What follows belongs to an exercise in optimizing a design on an open flow for small area, a short achievable clock period and few clock cycles per item; a production flow would make more cautious choices.
No functional check of the RTL was part of any run shown here.

==> flow/design.v, too long to show whole: its modules and the start of the top module <==
// module gps_codec: 4248 lines
module gps_codec (
    input  wire        clk,
    input  wire        rst,
    input  wire        in_valid,
    output wire        in_ready,
    input  wire        fix,
    input  wire [7:0]  num_sat,
    input  wire [31:0] lat,
    input  wire [31:0] lon,
    input  wire [15:0] speed,
    input  wire [31:0] alt,
    input  wire [15:0] dist_home,
    input  wire [15:0] dir_home,
    output reg         out_valid,
    input  wire        out_ready,
    output wire [15:0] speed_kmh,
    output wire        lat_south,
    output wire [15:0] lat_degmin,
    output wire [15:0] lat_sec,
    output wire        lon_west,
    output wire [15:0] lon_degmin,
    output wire [15:0] lon_sec,
    output wire [15:0] dist_out,
    output wire [15:0] alt_out,
    output wire [7:0]  num_sat_out,
    output wire [7:0]  fix_char,
    output wire [7:0]  dir_out
);
  // ...
==> flow/flow/run.sh <==
#!/bin/bash
# Standard ORFS layout, with each port buffered by the smallest buffer cell
# and non-critical gates downsized during global routing.
set -euo pipefail
bash standard.sh BUFFER_PORTS_ARGS="-buffer_cell sky130_fd_sc_hd__buf_1" RECOVER_POWER=100 finish > make_finish.log 2>&1
==> flow/standard.sh <==
#!/bin/bash
# synth_recipe.tcl (not shown) runs the flow's synth.tcl, then flattens the netlist and writes it again
# the make line also repeats each setting of config.mk as NAME=value (left out here)
make -C /OpenROAD-flow-scripts/flow DESIGN_CONFIG=/design/flow/config.mk WORK_HOME=/design/flow/orfs CLKGATE_MAP_FILE= SYNTH_SCRIPT=/design/flow/synth_recipe.tcl "${@:-finish}"
==> flow/config.mk <==
export PLATFORM = sky130hd
export DESIGN_NAME = gps_codec
export DESIGN_NICKNAME = gps_codec
export VERILOG_FILES = /design/flow/design.v
export SDC_FILE = /design/flow/constraint.sdc
export NUM_CORES = 4
export LEC_CHECK = 0
export ABC_AREA = 1
export CAP_MARGIN = 20
export CORE_MARGIN = 2
export CORE_UTILIZATION = 65
export CTS_BUF_LIST = sky130_fd_sc_hd__clkbuf_4 sky130_fd_sc_hd__clkbuf_8
export PLACE_DENSITY = 0.75
export SLEW_MARGIN = 20
==> flow/constraint.sdc <==
create_clock -name core_clock -period 120.0 [get_ports {clk}]
set_input_delay 24.0000 -clock core_clock [delete_from_list [all_inputs] [get_ports {clk}]]
set_output_delay 24.0000 -clock core_clock [all_outputs]
set_load 0.01 [all_outputs]
==> reports/metrics.csv, run 1 <==
metric,value,unit
rsz0062_at_grt,no,
so_faults,"max-capacitance violations, max-slew violations",
cts_sinks,126,
grtUsageMet1,0.312,
worstPathCellList,"buf_1, inv_1, nand2_1, buf_1",
ant_nets,0,
finish.instance_area,0.0234,mm^2
synth_xor_xnor_area_share,0.131,
finalCritPeriodShare,0.403,
synthTopCellsByCount,"nand2_1, inv_1, nor2_1, nand3_1, xnor2_1",
initial_core_util,0.664,
setup_viol,0,
cts-root-buf,clkbuf_8,
maxSlewViolCount,130,
clk_latency,0.46,ns
place_ws,71.63,ns
worst_slew_pin_slew,3.08,ns
numSequentialCells,126,
max_cap_violations,3,
cts_buffer_depth,2,
critPathTopFamily,buffers and inverters,
clkbuf_count,18,
place_inst,3712,
hold_path_end,out_valid$_SDFFE_PP0P_,
seq_share,0.161,
crit_path_max_fanout,2,
fin_util,0.694,
cp_common_cell,buf_1,
viasPerCell,5.06,
yosysWarnings,1,
synth-simple-area-share,0.312,
cts_buffers,17,
max-slew-margin-rel,-1.05,
grt_use_total,0.251,
final_common_cell,nand2_1,
ys_seq_area_frac,0.169,
routabilityCongestion,0.871,
crit_arrival,24.33,ns
outcome,failed layout checks,
==> run 2: changes to the inputs <==
==> flow/flow/run.sh (replaced) <==
#!/bin/bash
# The standard layout with two changes:
#  - synthesis maps with flow/abc_area.script instead of ORFS's abc script
#    (everything else in synth_recipe.tcl and ORFS's synth.tcl is unchanged:
#    synth -nofsm -noshare, flatten, the same renames);
#  - each port is buffered with the smallest buffer cell.
# Each tool's output goes to a log of its own here and under orfs/logs.
set -euo pipefail
HERE=$(pwd)
# ORFS synth.tcl with the abc script replaced
sed "s#^\( *\)log_cmd abc {\*}\$abc_args#\1set abc_args [lreplace \$abc_args 1 1 $HERE/flow/abc_area.script]\n\1log_cmd abc {*}\$abc_args#" \
    "$FLOW_HOME/scripts/synth.tcl" > "$HERE/synth_custom.tcl"
grep -q "abc_area.script" "$HERE/synth_custom.tcl"
# The standard flow's synthesis script, sourcing the modified synth.tcl
sed "s#source \$::env(SCRIPTS_DIR)/synth.tcl#source $HERE/synth_custom.tcl#" synth_recipe.tcl > "$HERE/synth_recipe_custom.tcl"
grep -q "synth_custom.tcl" "$HERE/synth_recipe_custom.tcl"
sed "s#SYNTH_SCRIPT=[^ ]*#SYNTH_SCRIPT=$HERE/synth_recipe_custom.tcl#" standard.sh > "$HERE/standard_custom.sh"
grep -q "synth_recipe_custom.tcl" "$HERE/standard_custom.sh"
bash "$HERE/standard_custom.sh" BUFFER_PORTS_ARGS="-buffer_cell sky130_fd_sc_hd__buf_1" finish > make_finish.log 2>&1
==> flow/flow/abc_area.script (new file) <==
strash; &get -n; &fraig -x; &put; scorr; dc2; strash; &get -n; &dch -f; &nf -p -R 1000 -F 8 -A 4; &put; topo; stime -c; dnsize -c
==> reports/metrics.csv, run 2 <==
metric,value,unit,change
vias,16700,,was 18900
hpwl,34.3,mm,was 37.9 mm
critPathLaunch,lon_qh[3]$_DFFE_PP_,,was out_ready
min_period,48.37,ns,was 48.33 ns
drt_iter0_markers,567,,was 757
async_flop_share,0,,unchanged
crit_arrival,24.37,ns,was 24.33 ns
top_regs,"alt_r x16, dist_r x16",,unchanged
synth.most_common_cell,clkinv_1,,was nand2_1
cts_resized,0,,unchanged
endpoint_kind,output pin,,unchanged
max_cap_violations,0,,was 3
initial_core_util,0.660,,was 0.664
yosysUniqueCellTypes,56,,was 62
grt_max_degree,67,,was 54
ant_nets,0,,unchanged
cts_hold_buf,0,,unchanged
post_cts_buffers,0,,unchanged
finalCritPeriodShare,0.403,,about the same
cp_common_cell,nand2_1,,was buf_1
dieArea,0.0326,mm^2,was 0.0359 mm^2
grt_pass1_vias,16400,,was 18000
cts_buffers,17,,unchanged
cp.buffers_inverters,6,,was 3
cts-root-buf,clkbuf_8,,unchanged
crit_type,flip-flop to output pin,,was input port to output pin
syn-cell-area,0.0203,mm^2,was 0.0224 mm^2
die_x,181,um,was 190 um
holdWs,0.551,ns,was 0.510 ns
ys_seq_area_frac,0.186,,was 0.169
grt_use_total,0.250,,was 0.251
slowest_delay,0.70,ns,was 0.16 ns
cts_tree,built,,unchanged
yosysWarnings,1,,unchanged
antenna_found_initial,1,,unchanged
final_nets,3090,,was 3725
ios,297,,unchanged
fmax,0.0207,GHz,about the same
cts_sinks,126,,unchanged
crit_path_max_fanout,9,,was 2
reg2reg_from,out_valid$_SDFFE_PP0P_,,unchanged
cts_buffer_depth,2,,unchanged
synthTopCellsByCount,"clkinv_1, nand2_1, xnor2_1, nor2_1, xor2_1",,"was nand2_1, inv_1, nor2_1, nand3_1, xnor2_1"
ys_ff_latch,126,,unchanged
finalHoldViolCount,0,,unchanged
grt_pass1_wl,69.7,mm,was 76.4 mm
netlist.area_leader.share,0.185,,was 0.168
syn_inst,2427,,was 3084
cts.htree.levels,4,,unchanged
worst_slew_pin_slew,0.852,ns,was 3.08 ns
clock_skew,0.00991,ns,was 0.00897 ns
drt_wl_total,39.9,mm,was 43.8 mm
dieHeight,181,um,was 190 um
drtPass1Iterations,5,,was 8
hold_path.class,flip-flop to flip-flop,,unchanged
yosys.area.top_type,edfxtp_1,,unchanged
routabilityCongestion,0.886,,was 0.871
startpoint_type,flip-flop,,was input port
setup_tns,0,ns,unchanged
clk_latency,0.45,ns,was 0.46 ns
final_common_cell,clkinv_1,,was nand2_1
synthToLayoutAreaGrowth,6.50,%,was 4.54%
io_buffers,275,,unchanged
ys_top_cells_by_area,"edfxtp_1, fa_1, xnor2_1",,"was edfxtp_1, fa_1, nand2_1"
synth-edff-count,125,,unchanged
crit_path_top_delay_cell,o21ai_0,,was buf_1
critPathTopFamily,simple AND/OR/NAND/NOR gates,,was buffers and inverters
critical_path_required,96.00,ns,about the same
routedWlPerCell,13.1,um,was 11.7 um
rows,64,,was 67
core,0.0307,mm^2,was 0.0337 mm^2
clk_pin_slew,0.08,ns,about the same
rsz0062_at_grt,no,,unchanged
drive_gt1_frac,0.0139,,was 0.0749
syn_area_per_cell,8.35,um^2,was 7.25 um^2
viasPerCell,5.47,,was 5.06
drc,0,,unchanged
setup_viol,0,,unchanged
max-slew-margin-rel,0.426,,was -1.05
gr-total-overflow,0,,unchanged
min_from,out_valid$_SDFFE_PP0P_,,unchanged
maxSlewViolCount,0,,was 130
outcome,no timing/DRC/antenna violations,,was failed layout checks
synth_ff_type,edfxtp_1,,unchanged
most-common-layout-cells,"clkinv_1, buf_1, nand2_1, xnor2_1, nor2_1",,"was nand2_1, inv_1, buf_1, nand3_1, nor2_1"
==> run 2: changes by cell type in the layout (fill, tap and decap cells not counted), sizes merged, moves of 28 or more <==
cell,previous run,this run
nand2,884,246
nor2b,0,64
clkinv,10,281
a21oi,49,117
nand2b,0,41
nor2,262,174
nand3,266,67
inv,515,7
and3,0,42
xnor2,172,232
nor3,23,51
==> run 2: kinds of logic after synthesis <==
logic type | synth area share
and+or+nand+nor | 0.204
xor gates and xnor gates | 0.171
buffers and inverters | 0.0839
muxes | 0.00556
adders and majority gates | 0.229
DFF | 0.186
other | 0.000371
AOI/OAI and AO/OA | 0.120
==> run 2: cell type report <==
type,count,area (um^2)
Sequential cell,126,3770
Tap cell,396,495
Fill cell,2534,9100
Clock inverter,15,131
Antenna cell,1,2.50
Timing Repair Buffer,281,1080
Inverter,277,1040
Multi-Input combinational cell,1945,14800
Clock buffer,17,234
==> run 2: worst min-delay path, stage by stage, from the launching register on <==
cell      delay, ns
dfxtp_1        0.32
nand2b_1       0.11
a21oi_1        0.08
==> run 2: metrics by stage <==
stage	worst slack [ns]	utilization	instances	area, um^2
after floorplan	71.82	-	2436	20300
after global placement	71.64	0.691	3025	21200
after detailed placement	71.64	0.691	3025	21200
after CTS	71.53	0.703	3057	21600
after global routing	68.90	0.703	3058	21600
final	71.63	0.703	3058	21600
==> run 2: final timing paths <==
kind                                          endpoint  slack (ns)  cells after the start
worst max-delay path                    lon_degmin[13]       71.63                     96
worst max register to register      spd_q[1]$_DFFE_PP_      117.67                      3
worst min-delay path            out_valid$_SDFFE_PP0P_        0.55                      2
worst min register to register  out_valid$_SDFFE_PP0P_        0.55                      2
==> run 2: routing by layer <==
layer | up-vias | GRT usage | share of wire
met5 | - | 0 | 0
met4 | 0 | 0.0726 | 0.021
met3 | 58 | 0.0398 | 0.043
met2 | 337 | 0.464 | 0.50
met1 | 7752 | 0.298 | 0.43
li1 | 8583 | - | -

==> static timing again, ports no longer ideal <==
In the flow no input, the clock included, has a driving cell. The finished layouts below were timed again as built, in two steps.
Step 1, drivers: a clkbuf_16 drives clk and a buf_2 each remaining input, both assumed.
Step 2 times the ports against the registers' clock, not the clock port: input delays grow and output delays shrink by t, the midpoint of the rising clock arrivals with the driver on.
a / b / c = ideal ports / drivers / drivers and shift; a / b = the first two.
run	t, ns	setup WS [ns]	slew at the worst register clock pin (ns)
run 1	0.508	71.672 / 71.625 / 71.625	0.09 / 0.09
run 2	0.497	71.628 / 71.581 / 71.613	0.09 / 0.09
The setup slack of run 1, which loses most, moves by -0.047 ns with the drivers and by -0.047 ns with both steps.
